Source: an optimization exercise on an open RTL-to-GDS flow (aim: small area, a short achievable clock period and few clock cycles per item). Production flows keep margins and buffers that such runs may drop.
At most, simulation tests tie the RTL to the original design; equivalence was not proved.
Power is estimated from default activity; no workload was simulated.

== the previous run ==
==> flow/design.v <==
module bls_alu #(
    parameter integer N = 32
) (
    input  wire           clk,
    input  wire           rst,       
    input  wire           start,     
    input  wire [2*N+6:0] iw,        
    output wire           ready,
    output reg            done,
    output reg  [N-1:0]   res,
    output wire [4:0]     flags,     
    output reg  [1:0]     evt,       
    output wire [7:0]     fault,     
    output wire [7:0]     finfo
);
    localparam [3:0] OP_ADD = 4'd0, OP_SUB = 4'd1, OP_MUL = 4'd2, OP_DIV = 4'd3,
                     OP_AND = 4'd4, OP_OR  = 4'd5, OP_XOR = 4'd6, OP_NOT = 4'd7,
                     OP_SHL = 4'd8, OP_SHR = 4'd9, OP_ROL = 4'd10, OP_ROR = 4'd11;
    localparam integer W = N + 4;    
    wire         vop = iw[2*N+6];
    wire         va  = iw[2*N+5];
    wire         vb  = iw[2*N+4];
    wire [3:0]   op  = iw[2*N+3:2*N];
    wire [N-1:0] fa  = iw[2*N-1:N];
    wire [N-1:0] fb  = iw[N-1:0];
    reg          busy;       
    reg          mode_mul;   
    reg  [3:0]   cnt;
    reg  [N-1:0] acc;        
    reg  [N-1:0] opr;        
    reg          dq;         
    reg          c_r, v_r, vsel, zen;
    reg  [1:0]   f_r;
    reg  [3:0]   fi_r;
    assign ready = ~busy;
    assign fault = {6'd0, f_r};
    assign finfo = {4'd0, fi_r};
    assign flags = {^res, res[N-1], v_r | (vsel & |acc), c_r, zen & ~|res};
    wire go     = start & ~busy;
    wire bad1   = ~vop | ~va;
    wire bad2   = (op < OP_NOT) & ~vb;
    wire b_zero = ~|fb;
    wire op_mul = (op == OP_MUL);
    wire op_div = (op == OP_DIV);
    wire op_sub = (op == OP_SUB);
    wire [W-1:0] m_p0 = {4'd0, res[0] ? opr : {N{1'b0}}};
    wire [W-1:0] m_p1 = {3'd0, res[1] ? opr : {N{1'b0}}, 1'b0};
    wire [W-1:0] m_p2 = {2'd0, res[2] ? opr : {N{1'b0}}, 2'b0};
    wire [W-1:0] m_p3 = {1'd0, res[3] ? opr : {N{1'b0}}, 3'b0};
    wire [W-1:0] m_p4 = {4'd0, acc};
    wire [W-1:0] cs1_s = m_p0 ^ m_p1 ^ m_p4;
    wire [W-1:0] cs1_c = {(m_p0[W-2:0] & m_p1[W-2:0]) | (m_p0[W-2:0] & m_p4[W-2:0]) | (m_p1[W-2:0] & m_p4[W-2:0]), 1'b0};
    wire [W-1:0] cs2_s = cs1_s ^ cs1_c ^ m_p2;
    wire [W-1:0] cs2_c = {(cs1_s[W-2:0] & cs1_c[W-2:0]) | (cs1_s[W-2:0] & m_p2[W-2:0]) | (cs1_c[W-2:0] & m_p2[W-2:0]), 1'b0};
    wire [W-1:0] cs3_s = cs2_s ^ cs2_c ^ m_p3;
    wire [W-1:0] cs3_c = {(cs2_s[W-2:0] & cs2_c[W-2:0]) | (cs2_s[W-2:0] & m_p3[W-2:0]) | (cs2_c[W-2:0] & m_p3[W-2:0]), 1'b0};
    wire [N-1:0] d_x1 = {acc[N-2:0], res[N-1]};
    wire [N-1:0] d_d1;
    wire         d_co1;
    bls_alu_add #(.N(N), .L(5)) u_sub (.x(d_x1), .y(dq ? ~opr : opr), .ci(dq), .s(d_d1), .co(d_co1), .c());
    wire         d_q1 = ~d_d1[N-1];
    wire [N-1:0] d_x2 = {d_d1[N-2:0], res[N-2]};
    wire         s_div = busy & ~mode_mul;
    wire [W-1:0] ad_x = s_div ? {4'd0, d_x2}
                              : (busy ? cs3_s : {4'd0, fa});
    wire [W-1:0] ad_y = s_div ? {4'd0, opr ^ {N{d_q1}}}
                              : (busy ? cs3_c : {4'd0, op_sub ? ~fb : fb});
    wire         inv  = s_div ? d_q1 : (~busy & op_sub);
    wire [W-1:0] ad;
    wire         ad_co;
    wire [W:0]   ad_c;
    bls_alu_add #(.N(W), .L(6)) u_add (.x(ad_x), .y(ad_y), .ci(inv), .s(ad), .co(ad_co), .c(ad_c));
    wire         d_q2 = ~ad[N-1];
    wire [N-1:0] d_a2 = ad[N-1:0];
    wire [N-1:0] st_hi = mode_mul ? ad[W-1:4] : d_a2;
    wire [N-1:0] st_lo = mode_mul ? {ad[3:0], res[N-1:4]} : {res[N-3:0], d_q1, d_q2};
    wire [N:0]   as_full = {ad_c[N], ad[N-1:0]};    
    wire s_as  = (op[3:1] == 3'd0);                  
    wire s_and = (op == OP_AND), s_or = (op == OP_OR), s_xor = (op == OP_XOR);
    wire s_not = (op == OP_NOT);
    wire s_shl = (op == OP_SHL) | (op == OP_ROL);
    wire s_shr = (op == OP_SHR) | (op == OP_ROR);
    wire [N-1:0] sh_l = {fa[N-2:0], (op == OP_ROL) & fa[N-1]};
    wire [N-1:0] sh_r = {(op == OP_ROR) & fa[0], fa[N-1:1]};
    wire [N-1:0] e_res = ({N{s_as}}         & as_full[N-1:0])
                       | ({N{s_and | s_or}} & (fa & fb))
                       | ({N{s_or | s_xor}} & (fa ^ fb))
                       | ({N{s_not}}        & ~fa)
                       | ({N{s_shl}}        & sh_l)
                       | ({N{s_shr}}        & sh_r);
    wire e_c = ((op == OP_ADD) & as_full[N])
             | (op_sub & (~as_full[N] | b_zero))
             | (s_shl & fa[N-1])
             | (s_shr & fa[0]);
    wire e_v = op_sub & (fa[N-1] ^ fb[N-1]) & ~(as_full[N-1] ^ fb[N-1]);
    wire [1:0] e_evt = {op_div, op[3] & op[2]};      
    wire a_zero = ~|fa;
    wire iter_start = (op_mul & ~a_zero & ~b_zero) | (op_div & ~b_zero);
    wire d_exact = ~fb[N-1] | ~|fb[N-2:0];
    wire d_skip  = d_exact & ((|fb[N-1:26]) | ~|fa[N-1:6]);
    wire [N-1:0] d_acc0 = d_skip ? {6'd0, fa[N-1:6]} : {N{1'b0}};
    wire [N-1:0] d_res0 = d_skip ? {fa[5:0], 26'd0} : fa;
    wire [3:0]   d_cnt0 = d_skip ? 4'd13 : 4'd0;
    wire last = mode_mul ? (cnt == 4'd7) : (cnt == 4'd15);
    always @(posedge clk) begin
        if (rst) begin
            busy  <= 1'b0;
            done  <= 1'b0;
            res   <= {N{1'b0}};
            c_r   <= 1'b0;
            v_r   <= 1'b0;
            vsel  <= 1'b0;
            zen   <= 1'b0;
            evt   <= 2'd0;
            f_r   <= 2'd0;
            fi_r  <= 4'd0;
        end else begin
            done <= 1'b0;
            if (go) begin
                if (bad1) begin
                    f_r  <= 2'd1;
                    fi_r <= {2'd0, ~va, ~vop};
                    done <= 1'b1;
                end else if (bad2) begin
                    f_r  <= 2'd2;
                    fi_r <= op;
                    done <= 1'b1;
                end else if (iter_start) begin
                    acc      <= op_mul ? {N{1'b0}} : d_acc0;
                    opr      <= op_mul ? fa : fb;
                    res      <= op_mul ? fb : d_res0;
                    mode_mul <= op_mul;
                    cnt      <= op_mul ? 4'd0 : d_cnt0;
                    dq       <= 1'b1;
                    busy     <= 1'b1;
                end else begin
                    res  <= e_res;
                    c_r  <= e_c;
                    v_r  <= e_v;
                    vsel <= 1'b0;
                    zen  <= 1'b1;
                    evt  <= e_evt;
                    f_r  <= 2'd0;
                    fi_r <= 4'd0;
                    done <= 1'b1;
                end
            end else if (busy) begin
                acc <= st_hi;
                res <= st_lo;
                dq  <= d_q2;
                cnt <= cnt + 1'b1;
                if (last) begin
                    busy <= 1'b0;
                    done <= 1'b1;
                    c_r  <= 1'b0;
                    v_r  <= 1'b0;
                    vsel <= mode_mul;
                    zen  <= 1'b1;
                    evt  <= 2'd0;
                    f_r  <= 2'd0;
                    fi_r <= 4'd0;
                end
            end
        end
    end
endmodule
module bls_alu_add #(
    parameter integer N = 32,
    parameter integer L = 5       
) (
    input  wire [N-1:0] x,
    input  wire [N-1:0] y,
    input  wire         ci,
    output wire [N-1:0] s,
    output wire         co,
    output wire [N:0]   c         
);
    wire [N-1:0] p = x ^ y;
    wire [N-1:0] g = x & y;
    wire [N-1:0] gl [0:L];
    wire [N-1:0] pl [0:L];
    assign gl[0] = {g[N-1:1], g[0] | (p[0] & ci)};
    assign pl[0] = p;
    genvar l, i;
    generate
        for (l = 0; l < L; l = l + 1) begin : lv
            for (i = 0; i < N; i = i + 1) begin : bt
                if ((i >> l) & 1) begin : cmb
                    localparam integer J = ((i >> l) << l) - 1;
                    assign gl[l+1][i] = gl[l][i] | (pl[l][i] & gl[l][J]);
                    assign pl[l+1][i] = pl[l][i] & pl[l][J];
                end else begin : pas
                    assign gl[l+1][i] = gl[l][i];
                    assign pl[l+1][i] = pl[l][i];
                end
            end
        end
    endgenerate
    assign c  = {gl[L], ci};
    assign s  = p ^ c[N-1:0];
    assign co = c[N];
endmodule
Settings: LEC_CHECK=0, CAP_MARGIN=20, CORE_MARGIN=2, CORE_UTILIZATION=40, SETUP_SLACK_MARGIN=4.5, SLEW_MARGIN=20; clock period 10.0 ns.
run.sh (not shown) runs the stock make flow with config.mk's settings and CLKGATE_MAP_FILE= SYNTH_SCRIPT=/design/flow/synth_recipe.tcl, a recipe that flattens the netlist after the stock synthesis.
The previous run went all the way through the flow, and no timing, DRC or antenna check failed.
Testbench counts of the previous run, summed over its fixed seeds: cycles 3,967, instrs 1,600.
The following lists how the current run was set up differently from the previous run:
--- a/flow/design.v
+++ b/flow/design.v
@@ -58,22 +58,20 @@
     wire [N-1:0] d_d1;
     wire         d_co1;
-    bls_alu_add #(.N(N), .L(5)) u_sub (.x(d_x1), .y(dq ? ~opr : opr), .ci(dq), .s(d_d1), .co(d_co1), .c());
+    bls_alu_add #(.N(N), .L(5)) u_sub (.x(d_x1), .y(dq ? ~opr : opr), .ci(dq), .s(d_d1), .co(d_co1));
     wire         d_q1 = ~d_d1[N-1];
     wire [N-1:0] d_x2 = {d_d1[N-2:0], res[N-2]};
-    wire         s_div = busy & ~mode_mul;
-    wire [W-1:0] ad_x = s_div ? {4'd0, d_x2}
-                              : (busy ? cs3_s : {4'd0, fa});
-    wire [W-1:0] ad_y = s_div ? {4'd0, opr ^ {N{d_q1}}}
-                              : (busy ? cs3_c : {4'd0, op_sub ? ~fb : fb});
-    wire         inv  = s_div ? d_q1 : (~busy & op_sub);
+    wire         inv  = busy ? (~mode_mul & d_q1) : op_sub;
+    wire [W-1:0] ad_x = busy ? (mode_mul ? cs3_s : {4'd0, d_x2})
+                             : {4'd0, fa};
+    wire [W-1:0] ad_y = busy ? (mode_mul ? cs3_c : {4'd0, d_q1 ? ~opr : opr})
+                             : {4'd0, op_sub ? ~fb : fb};
     wire [W-1:0] ad;
     wire         ad_co;
-    wire [W:0]   ad_c;
-    bls_alu_add #(.N(W), .L(6)) u_add (.x(ad_x), .y(ad_y), .ci(inv), .s(ad), .co(ad_co), .c(ad_c));
+    bls_alu_add #(.N(W), .L(6)) u_add (.x(ad_x), .y(ad_y), .ci(inv), .s(ad), .co(ad_co));
     wire         d_q2 = ~ad[N-1];
     wire [N-1:0] d_a2 = ad[N-1:0];
     wire [N-1:0] st_hi = mode_mul ? ad[W-1:4] : d_a2;
     wire [N-1:0] st_lo = mode_mul ? {ad[3:0], res[N-1:4]} : {res[N-3:0], d_q1, d_q2};
-    wire [N:0]   as_full = {ad_c[N], ad[N-1:0]};    
+    wire [N:0]   as_full = {ad[N], ad[N-1:0]};
     wire s_as  = (op[3:1] == 3'd0);                  
     wire s_and = (op == OP_AND), s_or = (op == OP_OR), s_xor = (op == OP_XOR);
@@ -173,6 +171,5 @@
     input  wire         ci,
     output wire [N-1:0] s,
-    output wire         co,
-    output wire [N:0]   c         
+    output wire         co
 );
     wire [N-1:0] p = x ^ y;
@@ -197,6 +194,5 @@
         end
     endgenerate
-    assign c  = {gl[L], ci};
-    assign s  = p ^ c[N-1:0];
-    assign co = c[N];
+    assign s  = p ^ {gl[L][N-2:0], ci};
+    assign co = gl[L][N-1];
 endmodule
==> run summary <==
- Taking the previous run as the reference, in the current run vertical die dimension increased by 2.6% relative to the old numbers; core outline area went up by about 5.6%; synthesized cell count now larger.
- The previous run reports its cell type of the slowest stage on the worst timing path as clkdlybuf4s50_1 while the current run reports fa_2.
- Compared with the previous run, the current run shows a final cycle utilization of the critical path that is 1.3 points lower.
- Critical path depth | the current run above the previous run
No functional check of the RTL was part of the current run.

Another version of the RTL of bls_alu (not shown whole).
Size: about 2700 cells after synthesis, roughly 120 flip-flops, about 130 I/O pins, roughly 0.018 sq mm of cells after synthesis.
==> flow/config.mk <==
export PLATFORM = sky130hd
export DESIGN_NAME = bls_alu
export DESIGN_NICKNAME = bls_alu
export VERILOG_FILES = /design/flow/design.v
export SDC_FILE = /design/flow/constraint.sdc
export NUM_CORES = 4
export LEC_CHECK = 0
export ABC_AREA = 1
export CAP_MARGIN = 20
export CORE_MARGIN = 2
export CORE_UTILIZATION = 40
export PLACE_DENSITY = 0.75
export SETUP_SLACK_MARGIN = 3.0
export SLEW_MARGIN = 20
==> flow/constraint.sdc <==
create_clock -name core_clock -period 10.0 [get_ports {clk}]
set_input_delay 2.0000 -clock core_clock [delete_from_list [all_inputs] [get_ports {clk}]]
set_output_delay 2.0000 -clock core_clock [all_outputs]
set_load 0.01 [all_outputs]
standard.sh (not shown) runs the stock make flow with config.mk's settings and CLKGATE_MAP_FILE= SYNTH_SCRIPT=/design/flow/synth_recipe.tcl, a recipe that flattens the netlist after the stock synthesis.
==> flow/flow/run.sh <==
#!/bin/bash
# The standard layout (the standard.sh, standard synthesis included), with
# plain buf_2 cells as the input and output port buffers instead of the
# clock-delay buffers that buffer_ports picks on its own.
set -euo pipefail
cd "$(dirname "${BASH_SOURCE[0]}")/.."
export BUFFER_PORTS_ARGS="-buffer_cell sky130_fd_sc_hd__buf_2"
bash standard.sh > standard_flow.log 2>&1
Edit:
--- a/flow/design.v
+++ b/flow/design.v
@@ -57,36 +57,35 @@
     wire [W-1:0] cs2_c = {(cs1_s[W-2:0] & cs1_c[W-2:0]) | (cs1_s[W-2:0] & m_p2[W-2:0]) | (cs1_c[W-2:0] & m_p2[W-2:0]), 1'b0};
     wire [W-1:0] cs3_s = cs2_s ^ cs2_c ^ m_p3;
     wire [W-1:0] cs3_c = {(cs2_s[W-2:0] & cs2_c[W-2:0]) | (cs2_s[W-2:0] & m_p3[W-2:0]) | (cs2_c[W-2:0] & m_p3[W-2:0]), 1'b0};
     wire [N-1:0] d_x1 = {acc[N-2:0], res[N-1]};
     wire [N-1:0] d_d1;
     wire         d_co1;
     bls_alu_add #(.N(N), .L(5)) u_sub (.x(d_x1), .y(dq ? ~opr : opr), .ci(dq), .s(d_d1), .co(d_co1), .c());
     wire         d_q1 = ~d_d1[N-1];
     wire [N-1:0] d_x2 = {d_d1[N-2:0], res[N-2]};
     wire         s_div = busy & ~mode_mul;
-    wire [W-1:0] ad_x = s_div ? {4'd0, d_x2} : cs3_s;
-    wire [W-1:0] ad_y = s_div ? {4'd0, opr ^ {N{d_q1}}} : cs3_c;
-    wire         inv  = s_div & d_q1;
+    wire         s_csa = busy ? mode_mul : op_mul;
+    wire [W-1:0] ad_x = s_div ? {4'd0, d_x2}
+                              : (s_csa ? cs3_s : {4'd0, fa});
+    wire [W-1:0] ad_y = s_div ? {4'd0, opr ^ {N{d_q1}}}
+                              : (s_csa ? cs3_c : {4'd0, op_sb ? ~fb : fb});
+    wire         inv  = s_div ? d_q1 : (~busy & op_sb & ~op_mul);
     wire [W-1:0] ad;
     wire         ad_co;
     wire [W:0]   ad_c;
     bls_alu_add #(.N(W), .L(6)) u_add (.x(ad_x), .y(ad_y), .ci(inv), .s(ad), .co(ad_co), .c(ad_c));
     wire         d_q2 = ~ad[N-1];
     wire [N-1:0] d_a2 = ad[N-1:0];
     wire [N-1:0] st_hi = mode_mul ? ad[W-1:4] : d_a2;
     wire [N-1:0] st_lo = mode_mul ? {ad[3:0], res[N-1:4]} : {res[N-3:0], d_q1, d_q2};
-    wire [N-1:0] as_s;
-    wire         as_co;
-    wire [N:0]   as_c;
-    bls_alu_add #(.N(N), .L(5)) u_as (.x(fa), .y(op_sb ? ~fb : fb), .ci(op_sb), .s(as_s), .co(as_co), .c(as_c));
-    wire [N:0]   as_full = {as_co, as_s};
+    wire [N:0]   as_full = {ad_c[N], ad[N-1:0]};    
     wire s_as  = (op[3:1] == 3'd0);                  
     wire s_and = (op == OP_AND), s_or = (op == OP_OR), s_xor = (op == OP_XOR);
     wire s_not = (op == OP_NOT);
     wire s_shl = (op == OP_SHL) | (op == OP_ROL);
     wire s_shr = (op == OP_SHR) | (op == OP_ROR);
     wire [N-1:0] sh_l = {fa[N-2:0], (op == OP_ROL) & fa[N-1]};
     wire [N-1:0] sh_r = {(op == OP_ROR) & fa[0], fa[N-1:1]};
     wire [N-1:0] e_res = ({N{s_as}}         & as_full[N-1:0])
                        | ({N{s_and | s_or}} & (fa & fb))
                        | ({N{s_or | s_xor}} & (fa ^ fb))
What happened:
- die area fell by 4.1%
- power is lower by 15%
- final area shrinks by 4.2%
- critical path depth climbs by 2
- count of clock-buffer cells in the layout is lower by 7
- non-clock buffer count climbs by 8
- routed wire length falls by 1.2%
- register-to-register slack got worse by 0.07 ns
- global-route usage goes up by 1.1 points
- clock skew increases by 0.0040 ns
- sequential power is lower by about 3%
Testbench counts after the change, summed over its fixed seeds: cycles 3,785, instrs 1,600.
The RTL of the first run of this note was laid out without a check of its function.

-- static timing again, ports no longer ideal --
The flow's constraints put no driver on any port. The routed layouts listed below were extracted and timed again, unchanged, in two steps.
Step 1 sets driving cells, clkbuf_16 on the clock port and buf_2 on the other inputs (assumed; they add their load-dependent delay and slew).
Step 2 times the ports against the registers' clock, not the clock port: input delays grow and output delays shrink by t, the midpoint of the rising clock arrivals with the driver on.
Three values: ideal ports, drivers, drivers and shift; two values: the first two.
| run | t, ns | setup WS [ns] | hold WS [ns] | worst register clock-pin slew, ns |
|---|---|---|---|---|
| the previous run | 0.508 | 3.014 / 3.041 / 2.534 | 0.496 / 0.496 / 0.496 | 0.07 / 0.07 |
| the current run | 0.502 | 3.149 / 3.149 / 2.839 | 0.458 / 0.458 / 0.458 | 0.06 / 0.06 |
| the first run of note 2 | 0.491 | 3.375 / 3.404 / 2.913 | 0.453 / 0.453 / 0.453 | 0.07 / 0.07 |
| the second run of note 2 | 0.503 | 3.318 / 3.310 / 2.807 | 0.440 / 0.440 / 0.440 | 0.07 / 0.07 |
After both steps setup and hold are still met in every run listed. The setup slack of the second run of note 2, which loses most, moves by -0.008 ns with the drivers and by -0.511 ns with both steps.
